This design comes from an exercise in tuning for small area, a short achievable clock period and few clock cycles per item on the open sky130 flow, not from production work. Where RTL was checked, it was by simulation tests only, not by an equivalence proof against the original.

==> flow/design.v <==
module erf_crc0 (
    input  wire        clk,
    input  wire        rst,
    input  wire        in_valid,
    output reg         in_ready,
    input  wire [1:0]  in_op,
    input  wire [15:0] in_data,
    output reg         out_valid,
    input  wire        out_ready,
    output reg  [15:0] out_crc
);
    localparam [1:0] OP_BUILD  = 2'd0;
    localparam [1:0] OP_SEED   = 2'd1;
    localparam [1:0] OP_BYTE   = 2'd2;
    localparam [1:0] OP_FINISH = 2'd3;
    function [7:1] quot_inv;
        input [15:9] p;
        reg   [7:0]  a, f, g, r;
        integer      i, j;
        begin
            a = {p[9], p[10], p[11], p[12], p[13], p[14], p[15], 1'b1};   
            f = {1'b0, p[13], 1'b0, p[14], 1'b0, p[15], 1'b0, 1'b1};     
            g = {3'b000, p[15], 4'b0001};                                
            r = 8'h00;
            for (i = 0; i < 8; i = i + 1)
                for (j = 0; j <= i; j = j + 1)
                    r[i] = r[i] ^ (a[j] & f[i-j]);
            a = r;
            r = 8'h00;
            for (i = 0; i < 8; i = i + 1)
                for (j = 0; j <= i; j = j + 1)
                    r[i] = r[i] ^ (a[j] & g[i-j]);
            quot_inv = r[7:1];
        end
    endfunction
    function [15:0] table_of;
        input [15:0] poly;
        input [7:0]  h;
        input [7:0]  x;
        reg   [7:0]  q;      
        reg   [15:0] r;
        integer      i, m;
        begin
            for (i = 0; i < 8; i = i + 1) begin
                q[7-i] = 1'b0;
                for (m = 0; m <= i; m = m + 1)
                    q[7-i] = q[7-i] ^ (h[i-m] & x[7-m]);
            end
            r = 16'h0000;
            for (i = 0; i < 8; i = i + 1)
                r = r ^ ({16{q[7-i]}} & (poly << (7 - i)));
            table_of = r;
        end
    endfunction
    reg [15:0] poly;
    reg [7:1]  hq;
    reg [15:0] seed;
    reg [7:0]  s_x;
    reg [7:0]  crc_lo;
    reg        run_z;
    wire [7:0]  run_hi  = run_z ? 8'h00 : s_x;
    wire [15:0] crc_run = {run_hi, crc_lo};
    reg        s_byte;      
    reg        s_restart;   
    reg        s_fin;       
    wire accept   = in_valid && in_ready;
    wire fin_exec = s_fin && !out_valid;
    wire restart  = fin_exec || s_restart;
    wire [15:0] tx = table_of(poly, {hq, 1'b1} & {8{s_byte}}, s_x);
    reg [15:0] run_base;
    always @(*) begin
        if (s_byte)
            run_base = {crc_run[7:0], 8'h00};
        else if (restart)
            run_base = seed;
        else
            run_base = crc_run;
    end
    wire s_fin_d     = (accept && in_op == OP_FINISH) || (s_fin && out_valid);
    wire out_valid_d = fin_exec || (out_valid && !out_ready);
    wire [7:0] s_x_d;
    erf_crc0_xor8 u_x (
        .a(tx[15:8]),
        .b(run_base[15:8] ^ (in_data[7:0] & {8{accept && in_op == OP_BYTE}})),
        .y(s_x_d)
    );
    always @(posedge clk) begin
        if (accept && in_op == OP_BUILD)
            poly <= in_data;
        hq <= quot_inv(poly[15:9]);
        s_x <= s_x_d;
        if (fin_exec)
            out_crc <= crc_run;
    end
    always @(posedge clk) begin
        if (rst) begin
            seed      <= 16'h0000;
            crc_lo    <= 8'h00;
            run_z     <= 1'b1;
            s_byte    <= 1'b0;
            s_restart <= 1'b0;
            s_fin     <= 1'b0;
            out_valid <= 1'b0;
            in_ready  <= 1'b1;
        end else begin
            if (accept && in_op == OP_SEED)
                seed <= in_data;
            crc_lo    <= run_base[7:0] ^ tx[7:0];
            if (s_byte || restart)
                run_z <= 1'b0;
            s_byte    <= accept && in_op == OP_BYTE;
            s_restart <= accept && !in_op[1];
            s_fin     <= s_fin_d;
            out_valid <= out_valid_d;
            in_ready  <= !(s_fin_d && out_valid_d);
        end
    end
endmodule
module erf_crc0_xor8 (
    input  wire [7:0] a,
    input  wire [7:0] b,
    output wire [7:0] y
);
    assign y = a ^ b;
endmodule
clock: 8.0 ns
lec_check: 0
cap_margin: 20
core_margin: 2
core_utilization: 40
place_density: 0.6
slew_margin: 20
synth_hierarchical: 1
synth_memory_max_bits: 8192
standard.sh (not shown) runs the stock make flow with config.mk's settings and CLKGATE_MAP_FILE= SYNTH_SCRIPT=/design/flow/synth_recipe.tcl, a recipe that flattens the netlist after the stock synthesis.
==> flow/flow/run.sh <==
#!/bin/bash
# The standard layout (the standard.sh, unchanged synthesis) with three
# changes to how ORFS builds it:
#   - port buffers use buf_1 instead of the default clkdlybuf4s50_1
#   - clock tree synthesis without dummy loads, with clkbuf_4/clkbuf_8
#     and clusters of up to 30 sinks
set -euo pipefail
export SETUP_SLACK_MARGIN=5.5
export BUFFER_PORTS_ARGS="-buffer_cell sky130_fd_sc_hd__buf_1"
export CTS_ARGS="-sink_clustering_enable -repair_clock_nets -dont_use_dummy_load -buf_list {sky130_fd_sc_hd__clkbuf_4 sky130_fd_sc_hd__clkbuf_8} -sink_clustering_size 30"
bash standard.sh > standard.log 2>&1
Next try:
--- a/flow/design.v
+++ b/flow/design.v
@@ -16,20 +16,14 @@
     function [7:1] quot_inv;
         input [15:9] p;
-        reg   [7:0]  a, f, g, r;
-        integer      i, j;
+        reg   [7:0]  h;
+        integer      d, k;
         begin
-            a = {p[9], p[10], p[11], p[12], p[13], p[14], p[15], 1'b1};   
-            f = {1'b0, p[13], 1'b0, p[14], 1'b0, p[15], 1'b0, 1'b1};     
-            g = {3'b000, p[15], 4'b0001};                                
-            r = 8'h00;
-            for (i = 0; i < 8; i = i + 1)
-                for (j = 0; j <= i; j = j + 1)
-                    r[i] = r[i] ^ (a[j] & f[i-j]);
-            a = r;
-            r = 8'h00;
-            for (i = 0; i < 8; i = i + 1)
-                for (j = 0; j <= i; j = j + 1)
-                    r[i] = r[i] ^ (a[j] & g[i-j]);
-            quot_inv = r[7:1];
+            h = 8'h01;
+            for (d = 1; d < 8; d = d + 1) begin
+                h[d] = 1'b0;
+                for (k = 1; k <= d; k = k + 1)
+                    h[d] = h[d] ^ (p[16-k] & h[d-k]);
+            end
+            quot_inv = h[7:1];
         end
     endfunction
@@ -58,6 +52,7 @@
     reg [7:0]  s_x;
     reg [7:0]  crc_lo;
+    reg [7:0]  s_b;
     reg        run_z;
-    wire [7:0]  run_hi  = run_z ? 8'h00 : s_x;
+    wire [7:0]  run_hi  = run_z ? 8'h00 : (s_x ^ s_b);
     wire [15:0] crc_run = {run_hi, crc_lo};
     reg        s_byte;      
@@ -80,9 +75,5 @@
     wire out_valid_d = fin_exec || (out_valid && !out_ready);
     wire [7:0] s_x_d;
-    erf_crc0_xor8 u_x (
-        .a(tx[15:8]),
-        .b(run_base[15:8] ^ (in_data[7:0] & {8{accept && in_op == OP_BYTE}})),
-        .y(s_x_d)
-    );
+    erf_crc0_xor8 u_x (.a(tx[15:8]), .b(run_base[15:8] ^ in_data[7:0]), .y(s_x_d));
     always @(posedge clk) begin
         if (accept && in_op == OP_BUILD)
@@ -90,4 +81,5 @@
         hq <= quot_inv(poly[15:9]);
         s_x <= s_x_d;
+        s_b <= in_data[7:0];
         if (fin_exec)
             out_crc <= crc_run;
=> The new run produced a clean layout; utilization rises by 2.0 points; count of clock-buffer cells in the layout does not change; routed wire length rises by 1.8%; flip-flop and latch count rises by 8; non-clock buffer count rises by 5; maximum frequency falls by 1.8%; cell count rises by 2.5%; worst setup slack loses 0.046 ns; die area rises by 1.3%; register-to-register slack loses 0.06 ns; first-iteration DRC count falls by 30%; cell area rises by 4.6%; critical path depth rises by 8.
No run of this note included a check of the RTL's function; only the layout flow was run.

========
== the baseline ==
// erf_crc0: RTL as listed in full above, without the edits since
Settings: LEC_CHECK=0, CAP_MARGIN=20, CORE_MARGIN=2, CORE_UTILIZATION=40, PLACE_DENSITY=0.6, SLEW_MARGIN=20, SYNTH_HIERARCHICAL=1, SYNTH_MEMORY_MAX_BITS=8192; clock period 8.0 ns.
==> flow/flow/run.sh <==
#!/bin/bash
# The standard layout (the standard.sh, unchanged synthesis) with three
# changes to how ORFS builds it:
#   - port buffers use buf_1 instead of the default clkdlybuf4s50_1
#   - clock tree synthesis without dummy loads, with clkbuf_4/clkbuf_8
#     and clusters of up to 30 sinks
set -euo pipefail
export SETUP_SLACK_MARGIN=5.4
export BUFFER_PORTS_ARGS="-buffer_cell sky130_fd_sc_hd__buf_1"
export CTS_ARGS="-sink_clustering_enable -repair_clock_nets -dont_use_dummy_load -buf_list {sky130_fd_sc_hd__clkbuf_4 sky130_fd_sc_hd__clkbuf_8} -sink_clustering_size 30"
bash standard.sh > standard.log 2>&1
The baseline finished every step from synthesis to the final layout, and the layout passed the timing, DRC and antenna checks.
Setup changes, the baseline to the candidate
-- flow/design.v --
<<< the baseline, line 16
    function [7:1] quot_inv;
        input [15:9] p;
        reg   [7:0]  a, f, g, r;
        integer      i, j;
        begin
            a = {p[9], p[10], p[11], p[12], p[13], p[14], p[15], 1'b1};   
            f = {1'b0, p[13], 1'b0, p[14], 1'b0, p[15], 1'b0, 1'b1};     
            g = {3'b000, p[15], 4'b0001};                                
            r = 8'h00;
            for (i = 0; i < 8; i = i + 1)
                for (j = 0; j <= i; j = j + 1)
                    r[i] = r[i] ^ (a[j] & f[i-j]);
            a = r;
            r = 8'h00;
            for (i = 0; i < 8; i = i + 1)
                for (j = 0; j <= i; j = j + 1)
                    r[i] = r[i] ^ (a[j] & g[i-j]);
            quot_inv = r[7:1];
        end
    endfunction
>>> the candidate, line 16
    function [7:1] quot_inv;
        input [15:9] p;
        reg   [7:0]  h;
        integer      d, k;
        begin
            h = 8'h01;
            for (d = 1; d < 8; d = d + 1) begin
                h[d] = 1'b0;
                for (k = 1; k <= d; k = k + 1)
                    h[d] = h[d] ^ (p[16-k] & h[d-k]);
            end
            quot_inv = h[7:1];
        end
    endfunction
<<< the baseline, line 58
    reg [7:0]  s_x;
    reg [7:0]  crc_lo;
    reg        run_z;
    wire [7:0]  run_hi  = run_z ? 8'h00 : s_x;
    wire [15:0] crc_run = {run_hi, crc_lo};
    reg        s_byte;      
>>> the candidate, line 52
    reg [7:0]  s_x;
    reg [7:0]  crc_lo;
    reg [7:0]  s_b;
    reg        run_z;
    wire [7:0]  run_hi  = run_z ? 8'h00 : (s_x ^ s_b);
    wire [15:0] crc_run = {run_hi, crc_lo};
    reg        s_byte;      
<<< the baseline, line 80
    wire out_valid_d = fin_exec || (out_valid && !out_ready);
    wire [7:0] s_x_d;
    erf_crc0_xor8 u_x (
        .a(tx[15:8]),
        .b(run_base[15:8] ^ (in_data[7:0] & {8{accept && in_op == OP_BYTE}})),
        .y(s_x_d)
    );
    always @(posedge clk) begin
        if (accept && in_op == OP_BUILD)
>>> the candidate, line 75
    wire out_valid_d = fin_exec || (out_valid && !out_ready);
    wire [7:0] s_x_d;
    erf_crc0_xor8 u_x (.a(tx[15:8]), .b(run_base[15:8] ^ in_data[7:0]), .y(s_x_d));
    always @(posedge clk) begin
        if (accept && in_op == OP_BUILD)
<<< the baseline, line 90
        hq <= quot_inv(poly[15:9]);
        s_x <= s_x_d;
        if (fin_exec)
            out_crc <= crc_run;
>>> the candidate, line 81
        hq <= quot_inv(poly[15:9]);
        s_x <= s_x_d;
        s_b <= in_data[7:0];
        if (fin_exec)
            out_crc <= crc_run;
==> comparison <==
Area overhead of the layout relative to synthesis, the baseline and the candidate: higher on the baseline. Higher final worst slack goes to the candidate over the baseline. Summary — post-synthesis cell area, the candidate relative to the baseline: higher, by 1.3%. The run showing the smaller post-synth net total is the baseline. [compare] base=the baseline new=the candidate: number of inserted filler cells in the final layout saw a decrease; fraction of final layout cells with drive strength greater than 1 lower; area inside the core boundary higher; worst setup slack after placement dropped 0.31 ns; number of combinational gates with multiple inputs climbed 4. Going from the baseline to the candidate, final standard cell area without fillers barely changed, transition at the pin with the smallest max-transition slack climbed 0.33 ns.
No run of this note included a check of the RTL's function; only the layout flow was run.

========
## yarrow
Another version of the RTL of erf_crc0 (not shown whole).
Size in the first run: ~570 cells after synthesis, ~84 flip-flops, about 40 I/O pins, roughly 5100 sq um of cells after synthesis.
==> module erf_crc0, before the edit <==
module erf_crc0 (
    input  wire        clk,
    input  wire        rst,
    input  wire        in_valid,
    output reg         in_ready,
    input  wire [1:0]  in_op,
    input  wire [15:0] in_data,
    output reg         out_valid,
    input  wire        out_ready,
    output reg  [15:0] out_crc
);
    localparam [1:0] OP_BUILD  = 2'd0;
    localparam [1:0] OP_SEED   = 2'd1;
    localparam [1:0] OP_BYTE   = 2'd2;
    localparam [1:0] OP_FINISH = 2'd3;
    function [7:1] quot_inv;
        input [15:9] p;
        reg   [7:0]  h;
        integer      d, k;
        begin
            h = 8'h01;
            for (d = 1; d < 8; d = d + 1) begin
                h[d] = 1'b0;
                for (k = 1; k <= d; k = k + 1)
                    h[d] = h[d] ^ (p[16-k] & h[d-k]);
            end
            quot_inv = h[7:1];
        end
    endfunction
    function [15:0] table_of;
        input [15:0] poly;
        input [7:0]  h;
        input [7:0]  x;
        reg   [7:0]  q;      
        reg   [15:0] r;
        integer      i, m;
        begin
            for (i = 0; i < 8; i = i + 1) begin
                q[7-i] = 1'b0;
                for (m = 0; m <= i; m = m + 1)
                    q[7-i] = q[7-i] ^ (h[i-m] & x[7-m]);
            end
            r = 16'h0000;
            for (i = 0; i < 8; i = i + 1)
                r = r ^ ({16{q[7-i]}} & (poly << (7 - i)));
            table_of = r;
        end
    endfunction
    reg [15:0] poly;
    reg [7:1]  hq;
    reg [15:0] seed;
    reg [15:0] crc_run;
    reg        s_byte;      
    reg        s_restart;   
    reg        s_fin;       
    reg [7:0]  s_x;
    wire accept   = in_valid && in_ready;
    wire fin_exec = s_fin && !out_valid;
    wire restart  = fin_exec || s_restart;
    wire [15:0] tx = table_of(poly, {hq, 1'b1} & {8{s_byte}}, s_x);
    reg [15:0] run_base;
    always @(*) begin
        if (s_byte)
            run_base = {crc_run[7:0], 8'h00};
        else if (restart)
            run_base = seed;
        else
            run_base = crc_run;
    end
    wire s_fin_d     = (accept && in_op == OP_FINISH) || (s_fin && out_valid);
    wire out_valid_d = fin_exec || (out_valid && !out_ready);
    always @(posedge clk) begin
        if (accept && in_op == OP_BUILD)
            poly <= in_data;
        hq <= quot_inv(poly[15:9]);
        s_x <= (run_base[15:8] ^ in_data[7:0]) ^ tx[15:8];
        if (fin_exec)
            out_crc <= crc_run;
    end
    always @(posedge clk) begin
        if (rst) begin
            seed      <= 16'h0000;
            crc_run   <= 16'h0000;
            s_byte    <= 1'b0;
            s_restart <= 1'b0;
            s_fin     <= 1'b0;
            out_valid <= 1'b0;
            in_ready  <= 1'b1;
        end else begin
            if (accept && in_op == OP_SEED)
                seed <= in_data;
            crc_run   <= run_base ^ tx;
            s_byte    <= accept && in_op == OP_BYTE;
            s_restart <= accept && !in_op[1];
            s_fin     <= s_fin_d;
            out_valid <= out_valid_d;
            in_ready  <= !(s_fin_d && out_valid_d);
        end
    end
endmodule
export LEC_CHECK = 0
export CAP_MARGIN = 20
export CORE_MARGIN = 2
export CORE_UTILIZATION = 40
export PLACE_DENSITY = 0.6
export SLEW_MARGIN = 20
export SYNTH_MEMORY_MAX_BITS = 8192
create_clock -name core_clock -period 8.0 [get_ports {clk}]
==> flow/flow/run.sh <==
#!/bin/bash
# The standard layout (the standard.sh, unchanged synthesis) with three
# changes to how ORFS builds it:
#   - port buffers use buf_1 instead of the default clkdlybuf4s50_1
#   - clock tree synthesis without dummy loads, with clkbuf_4/clkbuf_8
#     and clusters of up to 30 sinks
set -euo pipefail
export SETUP_SLACK_MARGIN=5.5
export BUFFER_PORTS_ARGS="-buffer_cell sky130_fd_sc_hd__buf_1"
export CTS_ARGS="-sink_clustering_enable -repair_clock_nets -dont_use_dummy_load -buf_list {sky130_fd_sc_hd__clkbuf_4 sky130_fd_sc_hd__clkbuf_8} -sink_clustering_size 30"
bash standard.sh > standard.log 2>&1
Inputs modified between yarrow and lagoon:
diff --git a/flow/design.v b/flow/design.v
--- a/flow/design.v
+++ b/flow/design.v
@@ -46,17 +46,21 @@
             table_of = r;
         end
     endfunction
     reg [15:0] poly;
     reg [7:1]  hq;
     reg [15:0] seed;
-    reg [15:0] crc_run;
+    reg [7:0]  s_x;
+    reg [7:0]  crc_lo;
+    reg [7:0]  s_b;
+    reg        run_z;
+    wire [7:0]  run_hi  = run_z ? 8'h00 : (s_x ^ s_b);
+    wire [15:0] crc_run = {run_hi, crc_lo};
     reg        s_byte;      
     reg        s_restart;   
     reg        s_fin;       
-    reg [7:0]  s_x;
     wire accept   = in_valid && in_ready;
     wire fin_exec = s_fin && !out_valid;
     wire restart  = fin_exec || s_restart;
     wire [15:0] tx = table_of(poly, {hq, 1'b1} & {8{s_byte}}, s_x);
     reg [15:0] run_base;
     always @(*) begin
@@ -71,28 +75,32 @@
     wire out_valid_d = fin_exec || (out_valid && !out_ready);
     always @(posedge clk) begin
         if (accept && in_op == OP_BUILD)
             poly <= in_data;
         hq <= quot_inv(poly[15:9]);
         s_x <= (run_base[15:8] ^ in_data[7:0]) ^ tx[15:8];
+        s_b <= in_data[7:0];
         if (fin_exec)
             out_crc <= crc_run;
     end
     always @(posedge clk) begin
         if (rst) begin
             seed      <= 16'h0000;
-            crc_run   <= 16'h0000;
+            crc_lo    <= 8'h00;
+            run_z     <= 1'b1;
             s_byte    <= 1'b0;
             s_restart <= 1'b0;
             s_fin     <= 1'b0;
             out_valid <= 1'b0;
             in_ready  <= 1'b1;
         end else begin
             if (accept && in_op == OP_SEED)
                 seed <= in_data;
-            crc_run   <= run_base ^ tx;
+            crc_lo    <= run_base[7:0] ^ tx[7:0];
+            if (s_byte || restart)
+                run_z <= 1'b0;
             s_byte    <= accept && in_op == OP_BYTE;
             s_restart <= accept && !in_op[1];
             s_fin     <= s_fin_d;
             out_valid <= out_valid_d;
             in_ready  <= !(s_fin_d && out_valid_d);
         end
==> notes.md <==
- The lower synthesized cell count came out of lagoon.
- yarrow → lagoon: global-route usage went down by 1.0 points, end-of-flow core utilization went down by 0.49 points.
- lagoon ends up with higher effective utilization at floorplan than yarrow does.
- When the final numbers for lagoon and yarrow were put side by side, the vertical die dimension turned out to be smaller in lagoon.
- Higher final period demand of the worst path among lagoon and yarrow: yarrow
- Having completed the whole flow, lagoon delivered a layout that passed the timing, DRC and antenna checks.
- yarrow → lagoon: die outline area shows a reduction of 1.2%; worst reg-to-reg path cell count shows a reduction of 2.
Testbench counts of lagoon, summed over its fixed seeds: cycles 20,140, bytes 18,751.
Only the layout flow was run in yarrow; the RTL was not checked for function there.

[afterwards: timing with drivers on the ports]
The results above use ideal ports. As a check the final layouts listed here were re-extracted and re-timed, cells and wires unchanged.
Step 1: set_driving_cell puts a clkbuf_16 on clk and a buf_2 on each other input, an assumption about the parent block.
Step 2 adds t to the input delays and takes it off the output delays; t is the mean of the earliest and latest rising clock arrival at the registers after step 1. Input paths then give back, and output paths get back, about the clock's delay inside the block.
Three values: ideal, step 1, step 2; two values: the first two.
| run | t (ns) | slack for setup (ns) | worst setup path after step 2 | clock arrival spread, ns | worst register clock-pin slew, ns |
|---|---|---|---|---|---|
| the first run of note 1 | 0.377 | 5.534 / 5.501 / 5.172 | input to register | 0.024 / 0.024 | 0.08 / 0.08 |
| the second run of note 1 | 0.391 | 5.488 / 5.477 / 5.262 | input to register | 0.020 / 0.021 | 0.09 / 0.09 |
| the baseline | 0.373 | 5.450 / 5.450 / 5.173 | input to register | 0.019 / 0.019 | 0.08 / 0.08 |
| the candidate | 0.389 | 5.462 / 5.441 / 5.266 | input to register | 0.020 / 0.020 | 0.09 / 0.09 |
| yarrow | 0.383 | 5.522 / 5.491 / 5.234 | input to register | 0.022 / 0.023 | 0.09 / 0.09 |
| lagoon | 0.378 | 5.534 / 5.500 / 5.230 | input to register | 0.027 / 0.026 | 0.09 / 0.09 |
After both steps setup and hold are still met in every run listed. The setup slack of the first run of note 1, which loses most, moves by -0.033 ns with the drivers and by -0.362 ns with both steps.
